This design comes from an exercise in tuning for small area, a short achievable clock period and few clock cycles on the open sky130 flow, not from production work. At most, simulation tests tie the RTL to the original design; equivalence was not proved. Only the layout flow was run in run 2; the RTL was not checked for function there. Power is estimated from default activity; no workload was simulated.

==> design.v <==
module ddp_divider (
    input  wire [29:0] rem,
    input  wire        bit_in,
    output wire [29:0] rem_next,
    output wire        fits
);
    localparam [30:0] NS_PER_SEC = 31'd1000000000;
    wire [30:0] rem_shift = {rem, bit_in};
    wire [31:0] rem_sub   = {1'b0, rem_shift} - {1'b0, NS_PER_SEC};
    assign fits     = !rem_sub[31];
    assign rem_next = fits ? rem_sub[29:0] : rem_shift[29:0];
endmodule
module ddp_add #(
    parameter W = 16
) (
    input  wire [W-1:0] a,
    input  wire [W-1:0] b,
    input  wire         ci,
    output wire [W-1:0] s,
    output wire         co
);
    localparam L = (W + 1 <=  2) ? 1 : (W + 1 <=  4) ? 2 : (W + 1 <=  8) ? 3 :
                   (W + 1 <= 16) ? 4 : (W + 1 <= 32) ? 5 : (W + 1 <= 64) ? 6 : 7;
    localparam N = W + 1;
    wire [N-1:0] g0 = {a & b, ci};
    wire [N-1:0] p0 = {a ^ b, 1'b0};
    genvar k, i;
    generate
        for (k = 0; k < L; k = k + 1) begin : lvl
            wire [N-1:0] gi, pi, go, po;
            if (k == 0) begin : first
                assign gi = g0;
                assign pi = p0;
            end else begin : next
                assign gi = lvl[k-1].go;
                assign pi = lvl[k-1].po;
            end
            for (i = 0; i < N; i = i + 1) begin : pos
                if ((i >> k) & 1) begin : comb
                    localparam integer J = ((i >> k) << k) - 1;
                    assign go[i] = gi[i] | (pi[i] & gi[J]);
                    assign po[i] = pi[i] & pi[J];
                end else begin : pass
                    assign go[i] = gi[i];
                    assign po[i] = pi[i];
                end
            end
        end
    endgenerate
    wire [N-1:0] c = lvl[L-1].go;
    assign s  = (a ^ b) ^ c[W-1:0];
    assign co = c[W];
endmodule
module ddp_hdr_codec (
    input  wire [108:0] ser_hdr,
    output wire [111:0] ser_bytes,    
    output wire [4:0]   ser_len,      
    input  wire [111:0] par_bytes,
    input  wire [15:0]  par_buflen,   
    output wire [108:0] par_hdr,      
    output wire [4:0]   par_len,      
    output wire         par_bad       
);
    wire       s_t      = ser_hdr[108];
    wire [7:0] s_flags  = {3'b010, ser_hdr[108:104]};
    assign ser_bytes = {s_flags, ser_hdr[103:32], s_t ? ser_hdr[31:0] : 32'd0};
    assign ser_len   = s_t ? 5'd14 : 5'd10;
    wire p_t = par_bytes[108];           
    assign par_len = p_t ? 5'd14 : 5'd10;
    assign par_bad = (par_buflen < 16'd10) || (p_t && par_buflen < 16'd14);
    assign par_hdr = {par_bytes[108:104],         
                      par_bytes[103:96],          
                      par_bytes[95:88],           
                      par_bytes[87:80],           
                      par_bytes[79:48],           
                      par_bytes[47:32],           
                      p_t ? par_bytes[31:0] : 32'd0};
endmodule
module ddp_len_lt #(
    parameter [15:0] K = 16'd10
) (
    input  wire [15:0] a,
    input  wire [15:0] b,
    output wire        lt
);
    localparam [15:0] C = 16'd1 - K;     
    wire [15:0] x = a;
    wire [15:0] y = ~b;
    wire [15:0] s = x ^ y ^ C;
    wire [15:0] c = (x & y) | (x & C) | (y & C);
    wire [15:0] g0 = {s[15:1] & c[14:0], 1'b0};
    wire [15:0] p0 = {s[15:1] ^ c[14:0], s[0]};
    wire [15:0] g1 = g0 | (p0 & {g0[14:0], 1'b0});
    wire [15:0] p1 = p0 & {p0[14:0], 1'b0};
    wire [15:0] g2 = g1 | (p1 & {g1[13:0], 2'b0});
    wire [15:0] p2 = p1 & {p1[13:0], 2'b0};
    wire [15:0] g3 = g2 | (p2 & {g2[11:0], 4'b0});
    wire [15:0] p3 = p2 & {p2[11:0], 4'b0};
    wire [15:0] g4 = g3 | (p3 & {g3[7:0], 8'b0});
    assign lt = !(c[15] & g4[15]);
endmodule
module ddp_core (
    input  wire         clk,
    input  wire         rst,           
    input  wire         cmd_valid,
    output wire         cmd_ready,
    input  wire [7:0]   cmd_op,
    input  wire [111:0] cmd_data,
    input  wire [15:0]  cmd_len,
    input  wire         cmd_txfail,    
    input  wire [63:0]  cmd_now_sec,   
    input  wire [29:0]  cmd_now_nanos,
    output reg          rsp_valid,
    output reg  [2:0]   rsp_status,
    output reg  [111:0] rsp_data,
    output reg  [15:0]  rsp_len,
    output reg          rsp_mism
);
    localparam [7:0] OP_FLAGS_ENC = 8'h10, OP_FLAGS_DEC = 8'h11,
                     OP_PF_ENC    = 8'h12, OP_PF_DEC    = 8'h13,
                     OP_HDR_SER   = 8'h14, OP_HDR_PARSE = 8'h15,
                     OP_PKT_PARSE = 8'h16,
                     OP_TX_CONFIG = 8'h20, OP_TX_SETDEST = 8'h21,
                     OP_TX_SETOFF = 8'h22, OP_TX_TCON    = 8'h23,
                     OP_TX_TCOFF  = 8'h24, OP_TX_WRITE   = 8'h25,
                     OP_TX_WRITEAT = 8'h26,
                     OP_TC_INSTANT = 8'h40, OP_TC_DELAY  = 8'h41;
    localparam [2:0] ST_OK = 3'd0, ST_MALFORMED = 3'd1, ST_TOO_LARGE = 3'd2,
                     ST_RESERVED = 3'd3, ST_TRANSPORT = 3'd4, ST_ILLEGAL = 3'd5;
    localparam [15:0] MAX_PAYLOAD   = 16'd1440;
    localparam [15:0] EPOCH_LO      = 16'h7E80;    
    reg [4:0]  hdr_flags;     
    reg [7:0]  hdr_seq;
    reg [7:0]  hdr_pf;
    reg [7:0]  hdr_dest;
    reg [31:0] hdr_offset;
    reg [15:0] hdr_length;
    reg [31:0] hdr_tc;
    reg        tc_busy;        
    reg        tc_carry;       
    reg        rdy;            
    assign cmd_ready = rdy;
    wire accept = cmd_valid && rdy;
    reg         s1_valid;
    reg [7:0]   s1_op;
    reg [109:0] s1_data;
    reg [15:0]  s1_len;
    reg         s1_fail;
    reg         s1_lt10, s1_lt14, s1_gt_max, s1_mism10, s1_mism14;
    wire        pkt_lt10, pkt_lt14;
    ddp_len_lt #(.K(10)) u_lt10 (.a(cmd_len), .b(cmd_data[47:32]), .lt(pkt_lt10));
    ddp_len_lt #(.K(14)) u_lt14 (.a(cmd_len), .b(cmd_data[47:32]), .lt(pkt_lt14));
    always @(posedge clk) begin
        s1_op   <= cmd_op;
        s1_data[63:0] <= cmd_data[63:0];
        if (cmd_op[6] && cmd_op[0])
            s1_data[109:64] <= {cmd_now_sec[15:0], cmd_now_nanos};
        else
            s1_data[109:64] <= {1'b0, cmd_data[108:64]};
        s1_len  <= cmd_len;
        s1_fail <= cmd_txfail;
        s1_lt10   <= cmd_len < 16'd10;
        s1_lt14   <= cmd_len < 16'd14;
        s1_gt_max <= cmd_len > MAX_PAYLOAD;
        s1_mism10 <= pkt_lt10;
        s1_mism14 <= pkt_lt14;
        if (rst)
            s1_valid <= 1'b0;
        else
            s1_valid <= accept;
    end
    wire [15:0] s1_now_sec   = s1_data[109:94];
    wire [29:0] s1_now_nanos = s1_data[93:64];
    wire op_tc = (s1_op == OP_TC_INSTANT) || (s1_op == OP_TC_DELAY);
    wire [7:0] seq_next = (hdr_seq == 8'd0)  ? 8'd0 :
                          (hdr_seq <= 8'd15) ? hdr_seq + 8'd1 : 8'd1;
    wire [31:0] wr_offset = (s1_op == OP_TX_WRITEAT) ? s1_data[31:0] : hdr_offset;
    wire [108:0] wr_hdr = {hdr_flags, seq_next, hdr_pf, hdr_dest,
                           wr_offset, s1_len, hdr_tc};
    wire [108:0] ser_in = (s1_op == OP_HDR_SER) ? s1_data[108:0] : wr_hdr;
    wire [111:0] ser_bytes;
    wire [4:0]   ser_len;
    wire [108:0] par_hdr;
    wire [4:0]   par_len;
    wire         par_bad;
    ddp_hdr_codec u_codec (
        .ser_hdr    (ser_in),
        .ser_bytes  (ser_bytes),
        .ser_len    (ser_len),
        .par_bytes  ({3'd0, s1_data[108:0]}),
        .par_buflen (s1_len),
        .par_hdr    (par_hdr),
        .par_len    (par_len),
        .par_bad    (par_bad)
    );
    wire        pkt_t        = s1_data[108];
    wire [15:0] pkt_declared = par_hdr[47:32];
    wire        pkt_mism     = pkt_t ? s1_mism14 : s1_mism10;
    wire [15:0] pkt_avail;        
    wire        pkt_avail_co;
    ddp_add #(.W(16)) u_avail (.a(s1_len), .b(pkt_t ? ~16'd14 : ~16'd10), .ci(1'b1),
                               .s(pkt_avail), .co(pkt_avail_co));
    wire [15:0] wr_len;           
    wire        wr_len_co;
    ddp_add #(.W(16)) u_wrlen (.a(s1_len), .b(hdr_flags[4] ? 16'd14 : 16'd10), .ci(1'b0),
                               .s(wr_len), .co(wr_len_co));
    wire [15:0] pkt_paylen   = !pkt_mism ? pkt_declared :
                               pkt_avail;
    wire [63:0] tc_dvd   = rsp_data[63:0];
    wire [29:0] tc_rem   = rsp_data[93:64];
    wire [6:0]  tc_cnt   = rsp_data[100:94];
    wire [15:0] tc_base  = rsp_len;
    wire [38:0] dly_lo;
    ddp_add #(.W(38)) u_dlylo (.a(s1_data[37:0]), .b({8'd0, s1_now_nanos}), .ci(1'b0),
                               .s(dly_lo[37:0]), .co(dly_lo[38]));
    wire [25:0] dly_hi1;                                   
    wire        dly_hi1_co;
    ddp_add #(.W(26)) u_dlyhi (.a(s1_data[63:38]), .b(26'd0), .ci(1'b1),
                               .s(dly_hi1), .co(dly_hi1_co));
    wire [25:0] dly_hi   = dly_lo[38] ? dly_hi1 : s1_data[63:38];
    wire        dly_neg  = s1_data[63] && !(dly_lo[38] && s1_data[62:38] == 25'h1FFFFFF);
    wire        dly_fast = (s1_data[63:38] == 26'd0) && (s1_data[37:30] != 8'hFF);
    wire        tc_bit = (tc_cnt > 7'd16) && tc_dvd[63];
    wire        tc_last = (tc_cnt == 7'd1);
    wire [29:0] tc_rem_next;
    wire        tc_fits;
    ddp_divider u_div (
        .rem      (tc_rem),
        .bit_in   (tc_bit),
        .rem_next (tc_rem_next),
        .fits     (tc_fits)
    );
    wire [15:0] tc_sec_init;
    wire        tc_sec_init_co;
    ddp_add #(.W(16)) u_secin (.a(s1_op[0] ? s1_now_sec : s1_data[15:0]), .b(EPOCH_LO), .ci(1'b0),
                               .s(tc_sec_init), .co(tc_sec_init_co));
    wire        tc_addq = (tc_cnt == 7'd2);
    wire [15:0] tc_sec;
    wire        tc_sec_co;
    ddp_add #(.W(16)) u_sec (.a(tc_base), .b(tc_carry ? tc_dvd[29:14] : 16'd0), .ci(1'b0),
                             .s(tc_sec), .co(tc_sec_co));
    always @(posedge clk) begin
        rsp_status <= ST_OK;
        rsp_data   <= 112'd0;
        rsp_len    <= 16'd0;
        rsp_mism   <= 1'b0;
        if (tc_busy) begin
            if (tc_last) begin
                rsp_data[31:0] <= {tc_base, tc_dvd[14:0], tc_fits};
            end else begin
                rsp_data[63:0]   <= {tc_dvd[62:0], tc_fits};
                rsp_data[93:64]  <= tc_rem_next;
                rsp_data[100:94] <= tc_cnt - 7'd1;
                rsp_len          <= tc_addq ? tc_sec : tc_base;
            end
        end else begin
            case (s1_op)
            OP_FLAGS_ENC: rsp_data[7:0] <= {3'b010, s1_data[4:0]};
            OP_FLAGS_DEC: rsp_data[4:0] <= s1_data[4:0];
            OP_PF_ENC:    rsp_data[7:0] <= s1_data[7:0];
            OP_PF_DEC:    rsp_data[7:0] <= s1_data[7:0];
            OP_HDR_SER: begin
                rsp_data <= ser_bytes;
                rsp_len  <= {11'd0, ser_len};
            end
            OP_HDR_PARSE, OP_PKT_PARSE: begin
                if (s1_lt10 || pkt_t && s1_lt14) begin
                    rsp_status     <= ST_MALFORMED;
                    rsp_data[15:0] <= s1_len;
                end else begin
                    rsp_data[108:0] <= par_hdr;
                    if (s1_op == OP_HDR_PARSE) begin
                        rsp_len <= {11'd0, par_len};
                    end else begin
                        rsp_len  <= pkt_paylen;
                        rsp_mism <= pkt_mism;
                    end
                end
            end
            OP_TX_CONFIG, OP_TX_SETOFF, OP_TX_TCON, OP_TX_TCOFF: ;
            OP_TX_SETDEST: begin
                if (s1_data[7:0] == 8'd0)
                    rsp_status <= ST_RESERVED;
            end
            OP_TX_WRITE, OP_TX_WRITEAT: begin
                if (s1_gt_max) begin
                    rsp_status     <= ST_TOO_LARGE;
                    rsp_data[15:0] <= s1_len;
                end else if (s1_fail) begin
                    rsp_status <= ST_TRANSPORT;
                end else begin
                    rsp_data <= ser_bytes;
                    rsp_len  <= wr_len;
                end
            end
            OP_TC_INSTANT: begin
                rsp_data[100:94] <= 7'd17;
                rsp_data[93:64]  <= {1'b0, s1_data[93:65]};
                rsp_data[63]     <= s1_data[64];
                rsp_len          <= tc_sec_init;
            end
            OP_TC_DELAY: begin
                rsp_len       <= tc_sec_init;
                if (dly_fast) begin
                    rsp_data[100:94] <= 7'd25;
                    rsp_data[93:64]  <= {1'b0, dly_lo[37:9]};
                    rsp_data[63:55]  <= dly_lo[8:0];
                end else begin
                    rsp_data[100:94] <= 7'd80;
                    rsp_data[93:64]  <= dly_neg ? 30'd999999999 : 30'd0;
                    rsp_data[63:0]   <= {dly_hi, dly_lo[37:0]};
                end
            end
            default: begin
                rsp_status    <= ST_ILLEGAL;
                rsp_data[7:0] <= s1_op;
            end
            endcase
        end
        if (rst) begin
            hdr_flags    <= 5'b00001;      
            hdr_seq      <= 8'd1;
            hdr_pf       <= 8'h0D;         
            hdr_dest     <= 8'd1;
            hdr_offset   <= 32'd0;
            hdr_length   <= 16'd0;
            hdr_tc       <= 32'd0;
            tc_busy      <= 1'b0;
            rdy          <= 1'b1;
            rsp_valid    <= 1'b0;
        end else begin
            rsp_valid <= s1_valid && !op_tc || tc_busy && tc_last;
            if (tc_busy && tc_last)
                tc_busy <= 1'b0;
            if (accept && (cmd_op == OP_TC_INSTANT || cmd_op == OP_TC_DELAY))
                rdy <= 1'b0;
            else if (tc_busy && tc_cnt == 7'd2)
                rdy <= 1'b1;
            if (s1_valid) begin
                case (s1_op)
                OP_TX_CONFIG: begin
                    hdr_flags  <= s1_data[108:104];
                    hdr_seq    <= s1_data[103:96];
                    hdr_pf     <= s1_data[95:88];
                    hdr_dest   <= s1_data[87:80];
                    hdr_offset <= s1_data[79:48];
                    hdr_length <= s1_data[47:32];
                    hdr_tc     <= s1_data[31:0];
                end
                OP_TX_SETDEST: begin
                    if (s1_data[7:0] != 8'd0)
                        hdr_dest <= s1_data[7:0];
                end
                OP_TX_SETOFF: hdr_offset <= s1_data[31:0];
                OP_TX_TCON: begin
                    hdr_flags[4] <= 1'b1;
                    hdr_tc       <= s1_data[31:0];
                end
                OP_TX_TCOFF: begin
                    hdr_flags[4] <= 1'b0;
                    hdr_tc       <= 32'd0;
                end
                OP_TX_WRITE, OP_TX_WRITEAT: begin
                    if (s1_op == OP_TX_WRITEAT)
                        hdr_offset <= s1_data[31:0];
                    if (!s1_gt_max) begin
                        hdr_seq    <= seq_next;
                        hdr_length <= s1_len;
                    end
                end
                OP_TC_INSTANT: begin
                    tc_busy  <= 1'b1;
                    tc_carry <= 1'b0;
                end
                OP_TC_DELAY: begin
                    tc_busy  <= 1'b1;
                    tc_carry <= 1'b1;
                end
                default: ;
                endcase
            end
        end
    end
endmodule
==> flow/run.sh <==
#!/bin/bash
# The standard layout, with a tighter setup target for timing repair
# (the constraints are unchanged) and the smallest buffer on the ports.
bash standard.sh SETUP_SLACK_MARGIN=7.0 "BUFFER_PORTS_ARGS=-buffer_cell sky130_fd_sc_hd__buf_1" finish > standard.log 2>&1
==> standard.sh <==
#!/bin/bash
# synth_recipe.tcl (not shown) runs the flow's synth.tcl, then flattens the netlist and writes it again
# the make line also repeats each setting of config.mk as NAME=value (left out here)
make -C /OpenROAD-flow-scripts/flow DESIGN_CONFIG=/design/flow/config.mk WORK_HOME=/design/flow/orfs CLKGATE_MAP_FILE= SYNTH_SCRIPT=/design/flow/synth_recipe.tcl "${@:-finish}"
==> config.mk <==
export PLATFORM = sky130hd
export DESIGN_NAME = ddp_core
export DESIGN_NICKNAME = ddp_core
export VERILOG_FILES = /design/flow/design.v
export SDC_FILE = /design/flow/constraint.sdc
export NUM_CORES = 4
export LEC_CHECK = 0
export CAP_MARGIN = 10
export CORE_MARGIN = 2
export CORE_UTILIZATION = 50
export CTS_BUF_LIST = sky130_fd_sc_hd__clkbuf_4 sky130_fd_sc_hd__clkbuf_8
export PLACE_DENSITY = 0.65
export SLEW_MARGIN = 10
==> constraint.sdc <==
create_clock -name core_clock -period 10.0 [get_ports {clk}]
set_input_delay 2.0000 -clock core_clock [delete_from_list [all_inputs] [get_ports {clk}]]
set_output_delay 2.0000 -clock core_clock [all_outputs]
set_load 0.01 [all_outputs]
==> results of run 1 <==
repair_timing:
item                                    in CTS  in global routing
pin swaps                                   29                 54
endpoints found under the setup margin     307                242
setup buffers                              108                 48
gates resized for setup                    496                143
gates cloned                                 2                  1
layout make-up:
cell class	count	area [um2]
fillers	3138	12800
multi-input cells	1667	12000
flip-flops and latches	368	7890
repair buffers	494	3540
clock buffers	98	1240
well taps	518	648
inverters	80	318
clock inverters	19	190
power by group through the flow:
stage | registers (mW) | logic (mW) | clock network, mW
floorplan | 1.58 | 0.232 | 0
global placement | 1.64 | 0.345 | 0
detailed placement | 1.64 | 0.354 | 0
CTS | 1.60 | 0.408 | 1.55
global route | 1.60 | 0.483 | 1.62
finish | 1.60 | 0.456 | 1.55
routing by layer:
layer | routed length [um] | share of wire [%] | vias to the layer above | GRT usage, %
li1 | - | - | 9048 | -
met1 | 33500 | 39 | 9920 | 54.7
met2 | 37600 | 44 | 1442 | 62.0
met3 | 10100 | 12 | 277 | 7.95
met4 | 5130 | 5.9 | 2 | 21.2
met5 | 15 | 0.017 | - | 0
cells in the mapped netlist (10+ instances only):
library cell | n | area, um2
xor2_1 | 57 | 499
nand3_1 | 71 | 355
and2_1 | 32 | 200
clkbuf_1 | 90 | 338
nor2b_1 | 12 | 75.1
inv_1 | 80 | 300
a221oi_1 | 22 | 193
a22oi_1 | 70 | 526
a222oi_1 | 26 | 260
o22ai_1 | 28 | 175
nor2_1 | 186 | 698
a21o_1 | 20 | 150
mux2i_1 | 52 | 521
buf_2 | 34 | 170
edfxtp_1 | 17 | 510
nor3_1 | 31 | 155
a22o_1 | 10 | 87.6
nor4_1 | 10 | 62.6
or3_1 | 12 | 75.1
and3_1 | 17 | 106
nand2_1 | 244 | 916
o21a_1 | 13 | 97.6
o21ai_1 | 67 | 335
nand2b_1 | 10 | 62.6
xnor2_1 | 47 | 412
ha_1 | 97 | 1210
o221ai_1 | 32 | 280
dfxtp_1 | 351 | 7030
a21oi_1 | 187 | 936
nand4_1 | 24 | 150
a221o_1 | 21 | 210
a211oi_1 | 24 | 180
o21ai_0 | 52 | 260
mux2_2 | 50 | 563
registers in the layout, summed over array words and instances, names as in the netlist, 3 cells and up:
register	count
hdr_dest	8
s1_len	16
s1_op	8
hdr_pf	8
rsp_data	110
s1_data	110
hdr_flags	5
rsp_status	3
hdr_offset	32
rsp_len	16
hdr_seq	8
hdr_tc	32
through the flow:
stage | cell area (um2) | cells | hold WS (ns) | utilization [%] | setup slack [ns]
floorplan | 19700 | 2256 | 0.431 | - | 6.68
global placement | 21100 | 2968 | 0.436 | 54.6 | 6.07
detailed placement | 21100 | 2968 | 0.445 | 54.6 | 6.02
CTS | 24900 | 3195 | 0.452 | 64.5 | 6.72
global route | 25800 | 3244 | 0.470 | 66.8 | 6.70
finish | 25800 | 3244 | 0.447 | 66.8 | 6.72
path summary, 6_finish.rpt:
| check | end | slack, ns | cells past startpoint |
|---|---|---|---|
| worst max-delay path | rsp_len[1] | 6.72 | 1 |
| worst min-delay path | rsp_data[71] | 0.45 | 2 |
| worst max register to register | rsp_len[15] | 6.91 | 12 |
| worst min register to register | rsp_data[71] | 0.45 | 2 |
kinds of logic (layout without fill, tap and decap cells):
family                     after synthesis  count (layout)  synth area share, %
xor gates and xnor gates               104             104                 4.66
DFF                                    368             368                 38.6
other                                    1               2               0.0192
adders and majority gates              106             106                 7.13
muxes                                  102             102                 5.54
and+or+nand+nor                        707             709                 17.2
AOI/OAI and AO/OA                      644             644                 22.1
buffers and inverters                  223             691                 4.71
==> flow_summary.json, run 1 <==
{
  "slowest_stage": "edfxtp_1",
  "root_buffer": "clkbuf_8",
  "numCtsBuffers": 66,
  "finalSetupViolations": 0,
  "yosysWarnings": 1,
  "grt_overflow": 0,
  "fin_crit_ns": 3.28,
  "rsz0062_at_grt": "true",
  "seq_area_frac_synth_pct": 38.6,
  "finalHoldViolations": 0,
  "path_delay_family": "flip-flops",
  "slew_violations": 0,
  "final_common_cell": "nand2_1",
  "finalPower_mw": 3.60,
  "syn_area_per_cell_um2": 8.67,
  "clkLatencyLatePin_ns": 0.65,
  "crit_arrival_ns": 1.28,
  "yosysUniqueCellTypes": 95,
  "wl_um": 86400,
  "io_pins": 368,
  "irDropWorstVdd_mv": 0.128,
  "critPathLaunch": "rsp_len[1]",
  "intPower_mw": 2.58,
  "gp_congestion": 1.00,
  "p_leak_nw": 10.1,
  "cp.required_ns": 8.00,
  "route.detailed.drc": 0,
  "globalRouteTotalUtil_pct": 40.7,
  "netlist_instances": 2255,
  "grt_pass1_wl_um": 124000,
  "reg2reg_from": "tc_carry",
  "grt_pass1_vias": 19300,
  "grt_antenna_before_repair": 1,
  "die_h_um": 202,
  "layout_common_cells": "235 x nand2_1, 190 x dfxtp_1, 179 x nor2_1",
  "dieArea_mm2": 0.0407,
  "core_mm2": 0.0386,
  "numClockSinks": 368,
  "dr.pass1.iters": 9,
  "async_flop_share_pct": 0,
  "hp-class": "flip-flop to flip-flop",
  "synth-edff-count": 17,
  "p_clk_share_pct": 42.9,
  "synth_seq_cells": 368,
  "crit_buf_inv": 1,
  "p_switching_mw": 1.03,
  "drt_iter0_drc": 2721,
  "place_hpwl_um": 59700,
  "switching_share_pct": 28.5,
  "ant_nets": 0,
  "postCtsHoldBufs": 0,
  "start_util_pct": 50.6,
  "diodes": 0,
  "crit_path_end_kind": "output port",
  "syn_to_final_growth_pct": 32.1,
  "period_share_pct": 32.8,
  "tightest_slew_ns": 1.32,
  "p_seq_share_pct": 44.5,
  "finalSetupTns_ns": 0,
  "combPwrFrac_pct": 12.7,
  "worstPathCellList": "clkbuf_2",
  "grt_max_degree": 63,
  "wl_per_cell_um": 26.6,
  "nets": 3017,
  "synth_flop_cell": "dfxtp_1",
  "drive_gt1_share_pct": 29.9,
  "cts_tree": "built",
  "min_from": "rsp_data[70]",
  "clk_pin_slew_ns": 0.06,
  "worstSetupPathType": "flip-flop to output port",
  "rows": 72,
  "syn_area_mm2": 0.0195,
  "via_count": 20700,
  "worst_setup_path_start_kind": "flip-flop",
  "slowest_delay_ns": 0.47,
  "clockBufferDepth": 3,
  "fmax_ghz": 0.305,
  "cap_violations": 0,
  "finalClockSkew_ns": 0.0358,
  "htreeDepth": 3,
  "die_w_um": 202,
  "power_density_mw_per_mm2": 140,
  "viasPerCell": 6.38,
  "slew_headroom_pct": 11.5,
  "io_buffer_count": 314,
  "status": "complete, no violations",
  "crit_path_max_fanout": 3
}
Testbench counts, summed over its fixed seeds: cycles 10,492.
==> inputs of run 2 (changes only) <==
--- a/design.v
+++ b/design.v
@@ -21,4 +21,3 @@
 );
-    localparam L = (W + 1 <=  2) ? 1 : (W + 1 <=  4) ? 2 : (W + 1 <=  8) ? 3 :
-                   (W + 1 <= 16) ? 4 : (W + 1 <= 32) ? 5 : (W + 1 <= 64) ? 6 : 7;
+    localparam L = $clog2(W + 1);
     localparam N = W + 1;
@@ -152,2 +151,6 @@
     ddp_len_lt #(.K(14)) u_lt14 (.a(cmd_len), .b(cmd_data[47:32]), .lt(pkt_lt14));
+    wire [15:0] sec_epoch;
+    wire        sec_epoch_co;
+    ddp_add #(.W(16)) u_secin (.a(cmd_op[0] ? cmd_now_sec[15:0] : cmd_data[15:0]),
+                               .b(EPOCH_LO), .ci(1'b0), .s(sec_epoch), .co(sec_epoch_co));
     always @(posedge clk) begin
@@ -155,6 +158,10 @@
         s1_data[63:0] <= cmd_data[63:0];
+        if (cmd_op[6])
+            s1_data[109:94] <= sec_epoch;
+        else
+            s1_data[109:94] <= {1'b0, cmd_data[108:94]};
         if (cmd_op[6] && cmd_op[0])
-            s1_data[109:64] <= {cmd_now_sec[15:0], cmd_now_nanos};
+            s1_data[93:64] <= cmd_now_nanos;
         else
-            s1_data[109:64] <= {1'b0, cmd_data[108:64]};
+            s1_data[93:64] <= cmd_data[93:64];
         s1_len  <= cmd_len;
@@ -171,3 +178,2 @@
     end
-    wire [15:0] s1_now_sec   = s1_data[109:94];
     wire [29:0] s1_now_nanos = s1_data[93:64];
@@ -198,10 +204,10 @@
     wire        pkt_mism     = pkt_t ? s1_mism14 : s1_mism10;
-    wire [15:0] pkt_avail;        
-    wire        pkt_avail_co;
-    ddp_add #(.W(16)) u_avail (.a(s1_len), .b(pkt_t ? ~16'd14 : ~16'd10), .ci(1'b1),
-                               .s(pkt_avail), .co(pkt_avail_co));
-    wire [15:0] wr_len;           
-    wire        wr_len_co;
-    ddp_add #(.W(16)) u_wrlen (.a(s1_len), .b(hdr_flags[4] ? 16'd14 : 16'd10), .ci(1'b0),
-                               .s(wr_len), .co(wr_len_co));
+    wire [15:0] len_m10, len_m14, len_p10, len_p14;
+    wire [3:0]  len_co;
+    ddp_add #(.W(16)) u_m10 (.a(s1_len), .b(~16'd10), .ci(1'b1), .s(len_m10), .co(len_co[0]));
+    ddp_add #(.W(16)) u_m14 (.a(s1_len), .b(~16'd14), .ci(1'b1), .s(len_m14), .co(len_co[1]));
+    ddp_add #(.W(16)) u_p10 (.a(s1_len), .b(16'd10),  .ci(1'b0), .s(len_p10), .co(len_co[2]));
+    ddp_add #(.W(16)) u_p14 (.a(s1_len), .b(16'd14),  .ci(1'b0), .s(len_p14), .co(len_co[3]));
+    wire [15:0] pkt_avail = pkt_t ? len_m14 : len_m10;
+    wire [15:0] wr_len    = hdr_flags[4] ? len_p14 : len_p10;
     wire [15:0] pkt_paylen   = !pkt_mism ? pkt_declared :
@@ -232,6 +238,3 @@
     );
-    wire [15:0] tc_sec_init;
-    wire        tc_sec_init_co;
-    ddp_add #(.W(16)) u_secin (.a(s1_op[0] ? s1_now_sec : s1_data[15:0]), .b(EPOCH_LO), .ci(1'b0),
-                               .s(tc_sec_init), .co(tc_sec_init_co));
+    wire [15:0] tc_sec_init = s1_data[109:94];
     wire        tc_addq = (tc_cnt == 7'd2);
==> flow/run.sh (replaced) <==
#!/bin/bash
# The standard layout, with a tighter setup target for timing repair
# (the constraints are unchanged) and the smallest buffer on the ports.
bash standard.sh SETUP_SLACK_MARGIN=6.8 "BUFFER_PORTS_ARGS=-buffer_cell sky130_fd_sc_hd__buf_1" finish > standard.log 2>&1
==> run 2 against run 1 <==
Effect of this change: global-route usage is 3.7 points lower; non-clock buffer count is 47 lower; via count is 0.57% lower; clock skew is 0.0043 ns lower; critical path type is now flip-flop to flip-flop.
==> flow_summary.json, run 2 <==
{
  "cts_tree": "built",
  "synth_top_family_by_area": "compound AO/OA/AOI/OAI gates",
  "clkLatencyLatePin_ns": 0.69,
  "rrSetupSlack_ns": 6.68,
  "synth_compound_area_share_pct": 23.9,
  "status": "complete, no violations",
  "die_h_um": 204,
  "io_buffer_count": 314,
  "cap_violations": 0,
  "finalSetupTns_ns": 0,
  "dr.pass1.iters": 12,
  "fin_crit_ns": 3.32,
  "syn_area_mm2": 0.0200,
  "async_flop_share_pct": 0,
  "critPathLaunch": "s1_data[7]",
  "syn_area_per_cell_um2": 8.62,
  "grt_pass1_vias": 19100,
  "layout_common_cells": "253 x nand2_1, 242 x dfxtp_1, 218 x a21oi_1",
  "worst_setup_path_start_kind": "flip-flop",
  "route.detailed.drc": 0,
  "wl_um": 79700,
  "grt_max_degree": 99,
  "yosys.area_share.simple_pct": 16.0,
  "synthTopCellsByCount": "351 x dfxtp_1, 257 x nand2_1, 220 x a21oi_1",
  "grt_pass1_wl_um": 117000,
  "fmax_ghz": 0.301,
  "place_hpwl_um": 56400,
  "synth_seq_cells": 368,
  "yosysMostFrequentCell": "dfxtp_1",
  "gp_congestion": 0.971,
  "synth_area_leaders": "dfxtp_1 35%, ha_1 6.4%, a21oi_1 5.5%, nand2_1 4.8%, nor2_1 3.2%",
  "viasPerCell": 6.33,
  "multiInputGateArea_mm2": 0.0121,
  "finalClockSkew_ns": 0.0315,
  "io_pins": 368,
  "start_util_pct": 50.5,
  "nets": 3020,
  "wl_per_cell_um": 24.5,
  "synth_xor_area_share_pct": 4.46,
  "seq_area_frac_synth_pct": 37.7,
  "drt_iter0_drc": 2548,
  "synth_area_leader_cell": "dfxtp_1",
  "slew_violations": 0,
  "die_w_um": 204,
  "postCtsHoldBufs": 0,
  "synth_top_cell_area_share_pct": 35.1,
  "grt_overflow": 0,
  "crit_path_max_fanout": 6,
  "slew_headroom_pct": 17.8,
  "tightest_slew_ns": 1.23,
  "via_count": 20600,
  "power_density_mw_per_mm2": 142,
  "finalHoldViolations": 0,
  "core_mm2": 0.0396,
  "root_buffer": "clkbuf_8",
  "crit_path_end_kind": "flip-flop",
  "dieArea_mm2": 0.0416,
  "p_leak_nw": 9.93,
  "yosysWarnings": 1,
  "diodes": 0,
  "fill_cells": 3475,
  "muxShareOfSynthArea_pct": 5.62,
  "reg2reg_from": "s1_data[7]",
  "biggestRegsByFlops": "rsp_data x110, s1_data x110",
  "netlist_instances": 2322,
  "period_share_pct": 33.2,
  "yosysUniqueCellTypes": 91,
  "worstSetupPathType": "flip-flop to flip-flop",
  "min_from": "rsp_data[43]",
  "finalHoldWorstSlack_ns": 0.445,
  "synth-edff-count": 17,
  "syn_to_final_growth_pct": 24.2,
  "grt_antenna_before_repair": 0,
  "hp-class": "flip-flop to flip-flop",
  "cp.required_ns": 10.53,
  "clk_pin_slew_ns": 0.07,
  "numCtsBuffers": 60,
  "finalSetupViolations": 0,
  "synth_flop_cell": "dfxtp_1",
  "register_area_mm2": 0.00775,
  "irDropWorstVdd_mv": 0.105,
  "globalRouteTotalUtil_pct": 37.0,
  "rsz0062_at_grt": "true",
  "rows": 73,
  "crit_arrival_ns": 3.85,
  "drive_gt1_share_pct": 23.3,
  "numClockSinks": 368,
  "ant_nets": 0,
  "synth-adder-area-share_pct": 7.19,
  "htreeDepth": 2,
  "clockBufferDepth": 3,
  "final_common_cell": "nand2_1"
}
## run 2: cell count changes after synthesis, sizes merged, moves of 12 or more
cell	previous run	this run
nor2	193	172
o21ai	120	78
a21o	20	38
inv	80	97
xnor2	47	59
clkbuf	90	110
xor2	57	43
nand2	246	258
a21oi	192	221
mux2i	52	64
## run 2: what timing repair did
item	CTS	global route
gates resized for setup	282	109
buffers inserted	68	25
gates cloned	2	1
pin swaps	17	19
setup endpoints to repair	238	142
## run 2: path summary, 6_finish.rpt
check	endpoint	cells past startpoint
worst max register to register	rsp_data[31]	11
worst min register to register	rsp_data[44]	2
worst max-delay path	rsp_data[31]	11
worst min-delay path	rsp_data[44]	2
## run 2: metal layers
layer | GRT usage, % | up-vias | share of wire, %
met3 | 6.97 | 270 | 10
met4 | 20.8 | 0 | 5.9
met1 | 49.3 | 9837 | 40
met2 | 56.5 | 1241 | 44
li1 | - | 9223 | -
met5 | 0 | - | 0
## run 2: cell type report
class	count	share of cell area, %
Timing Repair Buffer	447	10.3
Multi-Input combinational cell	1701	48.9
Tap cell	525	2.64
Sequential cell	368	31.2
Clock buffer	79	4.12
Inverter	98	1.56
Clock inverter	32	1.33
## run 2: kinds of logic (layout without fill, tap and decap cells)
kind of cell,after synthesis,after routing
AOI/OAI and AO/OA,691,692
xor gates and xnor gates,102,102
adders and majority gates,111,111
buffers and inverters,256,656
DFF,368,368
muxes,107,107
other,1,2
and+or+nand+nor,686,687
## run 2: power breakdown
| group | switching (mW) | leakage, nW | total [mW] | internal, mW |
|---|---|---|---|---|
| sequential | 0.0951 | 3.13 | 1.61 | 1.51 |
| clock | 0.663 | 0.724 | 1.49 | 0.832 |
| combinational | 0.247 | 6.07 | 0.424 | 0.178 |
## run 2: metrics by stage
step	cell area (um2)	total power, mW	utilization (%)	worst slack (ns)	instances
final	24900	3.53	62.7	6.68	3250
after global routing	24900	3.64	62.7	6.55	3250
after CTS	24200	3.50	61.1	6.67	3224
after detailed placement	21700	2.01	54.7	5.67	3043
after global placement	21700	2.00	54.7	5.75	3043
after floorplan	20200	1.83	-	6.11	2323
## run 2: critical path, cell delays in order (launching register included)
cell and delay, ns:
dfxtp_4 0.39, ha_1 0.30, nand2_1 0.13, a211oi_4 0.29
nand3_2 0.18, a2111oi_4 0.37, buf_4 0.20, o21ai_4 0.10
a21boi_4 0.21, ha_4 0.24, a222oi_1 0.58, o22ai_1 0.17

## what the ideal ports hide
In the flow no input, the clock included, has a driving cell. The finished layouts below were timed again as built, in two steps.
Step 1: set_driving_cell puts a clkbuf_16 on clk and a buf_2 on each other input, an assumption about the parent block.
Step 2 times the ports against the registers' clock, not the clock port: input delays grow and output delays shrink by t, the midpoint of the rising clock arrivals with the driver on.
a / b / c = no drivers / after step 1 / after step 2; a / b = the first two.
run	t (ns)	setup WS [ns]	hold slack, ns	worst slew at a driven data input, ns
run 1	0.690	6.720 / 6.665 / 6.376	0.447 / 0.447 / 0.447	0.05
run 2	0.720	6.681 / 6.631 / 5.984	0.445 / 0.445 / 0.445	0.06
After both steps setup and hold are still met in every run listed. The setup slack of run 2, which loses most, moves by -0.050 ns with the drivers and by -0.697 ns with both steps.
